Source: an optimization exercise on an open RTL-to-GDS flow (aim: small area). Production flows keep margins and buffers that such runs may drop.
In this exercise RTL edits were held to simulation tests only and were not proved equivalent to the original.
No activity file was given, so power comes from the tool's default toggle rates.

Setup of job 8941:
==> flow/design.v (excerpt) <==
module icsp_ctrl (
    input  wire        clk,
    input  wire        rst,           
    input  wire        cmd_valid,
    input  wire [7:0]  cmd_op,
    input  wire [23:0] cmd_arg0,
    input  wire [15:0] cmd_arg1,
    output wire        cmd_ready,
    output reg         done,
    output wire [3:0]  cause,
    output wire [15:0] result,
    output wire [1:0]  session,
    output wire [1:0]  ident,
    output wire [15:0] devid,
    output wire [7:0]  cat_index,
    output wire [23:0] code_size,
    output wire [3:0]  erase_blocks,
    output wire [6:0]  wbuf_words,
    output wire        pgc_o,
    output wire        pgc_oe,
    output reg         pgd_o,      
    output wire        pgd_oe,
    input  wire        pgd_i,
    output wire        mclr_o,
    output wire        mclr_oe
);
For scale: ~760 cells after synthesis, roughly 78 flip-flops, about 140 I/O pins, ~0.0060 mm² of cells after synthesis.
==> flow/config.mk <==
export PLATFORM = sky130hd
export DESIGN_NAME = icsp_ctrl
export DESIGN_NICKNAME = icsp_ctrl
export VERILOG_FILES = /design/flow/design.v
export SDC_FILE = /design/flow/constraint.sdc
export NUM_CORES = 4
export LEC_CHECK = 0
export CAP_MARGIN = 20
export CORE_MARGIN = 2
export CORE_UTILIZATION = 40
export CTS_BUF_LIST = sky130_fd_sc_hd__clkbuf_8
export SLEW_MARGIN = 20
==> flow/constraint.sdc <==
create_clock -name core_clock -period 10.0 [get_ports {clk}]
set_input_delay 2.0000 -clock core_clock [delete_from_list [all_inputs] [get_ports {clk}]]
set_output_delay 2.0000 -clock core_clock [all_outputs]
set_load 0.01 [all_outputs]
standard.sh (not shown) runs the stock make flow with config.mk's settings and CLKGATE_MAP_FILE= SYNTH_SCRIPT=/design/flow/synth_recipe.tcl, a recipe that flattens the netlist after the stock synthesis.
==> flow/flow/run.sh <==
#!/bin/bash
set -euo pipefail
W=$PWD
export AREA_ABC_SCRIPT=$W/flow/area.abc
export FLOW_SYNTH_TCL=$W/synth_recipe.tcl
export BUFFER_PORTS_ARGS="-buffer_cell sky130_fd_sc_hd__buf_1"
export SKIP_REPAIR_TIE_FANOUT=1
export CTS_ARGS="-sink_clustering_enable -repair_clock_nets -dont_use_dummy_load -buf_list sky130_fd_sc_hd__clkbuf_8"
sed "s#SYNTH_SCRIPT=[^ ]*#SYNTH_SCRIPT=$W/flow/area_synth.tcl#" standard.sh > area_standard.sh
grep -q "SYNTH_SCRIPT=$W/flow/area_synth.tcl" area_standard.sh
bash area_standard.sh > standard_flow.log 2>&1
==> flow/flow/area.abc <==
strash
&get -n
&fraig -x
&put
dc2
dc2
strash
&get -n
&dch -f
&nf -R 1000
&put
strash
dc2
&get -n
&dch -f
&nf -R 1000
&put
==> flow/flow/area_synth.tcl <==
# The standard synthesis script, with only the ABC script of its
# technology-mapping step replaced by flow/area.abc (area-oriented).
proc abc {args} {
  set i [lsearch -exact $args -script]
  if {$i >= 0} {
    set args [lreplace $args $i [expr {$i + 1}] -script $::env(AREA_ABC_SCRIPT)]
  }
  yosys abc {*}$args
}
source $::env(FLOW_SYNTH_TCL)
Here is what was changed in the inputs of job 6661 compared with job 8941.
diff --git a/flow/flow/run.sh b/flow/flow/run.sh
--- a/flow/flow/run.sh
+++ b/flow/flow/run.sh
@@ -7,2 +6,0 @@
-export SKIP_REPAIR_TIE_FANOUT=1
-export CTS_ARGS="-sink_clustering_enable -repair_clock_nets -dont_use_dummy_load -buf_list sky130_fd_sc_hd__clkbuf_8"
Notes after the runs:
Job 6661 falls short of job 8941 in fmax.
Global-route track usage on met1 ends up higher on job 8941.
Diff job 8941 -> job 6661: post-layout minimum cycle time moved up, design area shows an increase of about 2.6%, register-to-register slack went down.
Taking job 8941 as the reference, in job 6661 flip-flop and latch share of the layout cell area shows a reduction of 0.81 points, maximum ir drop on the vdd rail has decreased, vias per cell went down, routed metal-1 wire length rose 1.3%.
Between job 8941 and job 6661, the flow reports area of combinational cells with multiple inputs increasing by a few percent.
#### Input delta (job 1881 over job 6661)
diff --git a/flow/flow/run.sh b/flow/flow/run.sh
--- a/flow/flow/run.sh
+++ b/flow/flow/run.sh
@@ -6,0 +7,2 @@
+export SKIP_REPAIR_TIE_FANOUT=1
+export CTS_ARGS="-sink_clustering_enable -repair_clock_nets -dont_use_dummy_load -sink_clustering_size 40 -sink_clustering_max_diameter 300 -buf_list sky130_fd_sc_hd__clkbuf_16"
==> comparison <==
First-iteration DRC count for job 1881: 9.7% down relative to job 6661. Summary of the comparison: relative slew slack is higher in job 1881, relative to job 6661. Final period demand of the worst path in job 1881 vs job 6661: down 240 ps. From job 6661 to job 1881 the numbers moved as follows: share of the cycle needed by the critical path after routing down 2.4 points; area of placed instances down 98 µm²; total power up 28 µW; wire length on met1 down about 0.7%.

---

Starting RTL as in the previous note.
clock: 10.0 ns
lec_check: 0
cap_margin: 20
core_margin: 2
core_utilization: 40
cts_buf_list: sky130_fd_sc_hd__clkbuf_8
slew_margin: 20
==> flow/flow/run.sh <==
#!/bin/bash
set -euo pipefail
W=$PWD
export AREA_ABC_SCRIPT=$W/flow/area.abc
export FLOW_SYNTH_TCL=$W/synth_recipe.tcl
export BUFFER_PORTS_ARGS="-buffer_cell sky130_fd_sc_hd__buf_1"
export SKIP_REPAIR_TIE_FANOUT=1
export CTS_ARGS="-sink_clustering_enable -repair_clock_nets -dont_use_dummy_load -sink_clustering_size 20 -sink_clustering_max_diameter 200 -buf_list sky130_fd_sc_hd__clkbuf_8"
sed "s#SYNTH_SCRIPT=[^ ]*#SYNTH_SCRIPT=$W/flow/area_synth.tcl#" standard.sh > area_standard.sh
grep -q "SYNTH_SCRIPT=$W/flow/area_synth.tcl" area_standard.sh
bash area_standard.sh > standard_flow.log 2>&1
Scripts as last shown in full above: flow/flow/area.abc, flow/flow/area_synth.tcl
Next try:
==> flow/run.sh (new file) <==
#!/bin/bash
# synth_recipe.tcl (not shown) runs the flow's synth.tcl, then flattens the netlist and writes it again
# the make line also repeats each setting of config.mk as NAME=value (left out here)
make -C /OpenROAD-flow-scripts/flow DESIGN_CONFIG=/design/flow/config.mk WORK_HOME=/design/flow/orfs CLKGATE_MAP_FILE= SYNTH_SCRIPT=/design/flow/synth_recipe.tcl finish
CTS_BUF_LIST = not set   (was sky130_fd_sc_hd__clkbuf_8)
removed: flow/flow/run.sh
removed: flow/flow/area.abc
removed: flow/flow/area_synth.tcl
removed: flow/standard.sh
The new run finished with timing, DRC and antenna clean; setup slack gets better by 0.62 ns; die area came out higher by 18%; clock power came out higher by 94%.
Next try:
==> flow/flow/run.sh (new file) <==
#!/bin/bash
set -euo pipefail
W=$PWD
export AREA_ABC_SCRIPT=$W/flow/area.abc
export FLOW_SYNTH_TCL=$W/synth_recipe.tcl
export BUFFER_PORTS_ARGS="-buffer_cell sky130_fd_sc_hd__buf_1"
export SKIP_REPAIR_TIE_FANOUT=1
export CTS_ARGS="-sink_clustering_enable -repair_clock_nets -dont_use_dummy_load -buf_list \"sky130_fd_sc_hd__clkbuf_4 sky130_fd_sc_hd__clkbuf_8\""
sed "s#SYNTH_SCRIPT=[^ ]*#SYNTH_SCRIPT=$W/flow/area_synth.tcl#" standard.sh > area_standard.sh
grep -q "SYNTH_SCRIPT=$W/flow/area_synth.tcl" area_standard.sh
bash area_standard.sh > standard_flow.log 2>&1
==> flow/flow/area.abc (new file) <==
strash
&get -n
&fraig -x
&put
dc2
dc2
strash
&get -n
&dch -f
&nf -R 1000
&put
strash
dc2
&get -n
&dch -f
&nf -R 1000
&put
strash
dc2
&get -n
&dch -f
&nf -R 1000
&put
==> flow/flow/area_synth.tcl (new file) <==
# The standard synthesis script, with only the ABC script of its
# technology-mapping step replaced by flow/area.abc (area-oriented).
proc abc {args} {
  set i [lsearch -exact $args -script]
  if {$i >= 0} {
    set args [lreplace $args $i [expr {$i + 1}] -script $::env(AREA_ABC_SCRIPT)]
  }
  yosys abc {*}$args
}
source $::env(FLOW_SYNTH_TCL)
==> flow/standard.sh (new file) <==
#!/bin/bash
# synth_recipe.tcl (not shown) runs the flow's synth.tcl, then flattens the netlist and writes it again
# the make line also repeats each setting of config.mk as NAME=value (left out here)
make -C /OpenROAD-flow-scripts/flow DESIGN_CONFIG=/design/flow/config.mk WORK_HOME=/design/flow/orfs CLKGATE_MAP_FILE= SYNTH_SCRIPT=/design/flow/synth_recipe.tcl "${@:-finish}"
CTS_BUF_LIST = sky130_fd_sc_hd__clkbuf_8   (was not set)
removed: flow/run.sh
Effect:
- The new run produced a clean layout
- design area falls by 23%
- final cell count falls by 13%
- die area falls by about 16%
Next try:
==> flow/flow/run.sh (replaced) <==
#!/bin/bash
set -euo pipefail
export BUFFER_PORTS_ARGS="-buffer_cell sky130_fd_sc_hd__buf_1"
bash standard.sh > standard_flow.log 2>&1
ABC_AREA = 1   (was not set)
removed: flow/flow/area.abc
removed: flow/flow/area_synth.tcl
Result: The new run went through all stages and came out clean. Final area climbs by about a fifth. Hold slack is worse by 0.010 ns. Die area rose by about a fifth. Clock power climbs by well over a third. Clock skew is lower by 0.021 ns. Wire length grows by roughly a tenth. Setup slack gains 0.64 ns. Core utilization is lower by 0.42 points. Total power is higher by well over a third. Non-clock buffer count falls by 4. Register-to-register slack gets better by 0.38 ns.

[what the ideal ports hide]
Ports are ideal in the flow. The routed layouts listed here were re-timed in OpenROAD.
Step 1 sets driving cells, clkbuf_16 on the clock port and buf_2 on the other inputs (assumed; they add their load-dependent delay and slew).
Step 2, shift: input delay + t, output delay - t, t = (earliest + latest rising clock arrival at the registers) / 2. This alone moves slack from input paths to output paths.
a / b / c = ideal ports / drivers / drivers and shift; a / b = the first two.
run | shift t [ns] | setup WS [ns] | slew at the worst register clock pin (ns)
job 8941 | 0.401 | 3.345 / 3.306 / 3.708 | 0.09 / 0.09
job 6661 | 0.415 | 3.088 / 3.049 / 3.464 | 0.09 / 0.09
job 1881 | 0.385 | 3.329 / 3.284 / 3.668 | 0.06 / 0.06
the first run of note 2 | 0.401 | 3.345 / 3.306 / 3.708 | 0.09 / 0.09
the second run of note 2 | 0.389 | 3.967 / 3.921 / 4.310 | 0.07 / 0.07
the third run of note 2 | 0.406 | 3.783 / 3.744 / 4.151 | 0.09 / 0.09
the fourth run of note 2 | 0.411 | 4.422 / 4.381 / 4.792 | 0.10 / 0.10
After both steps every run listed still meets setup and hold.
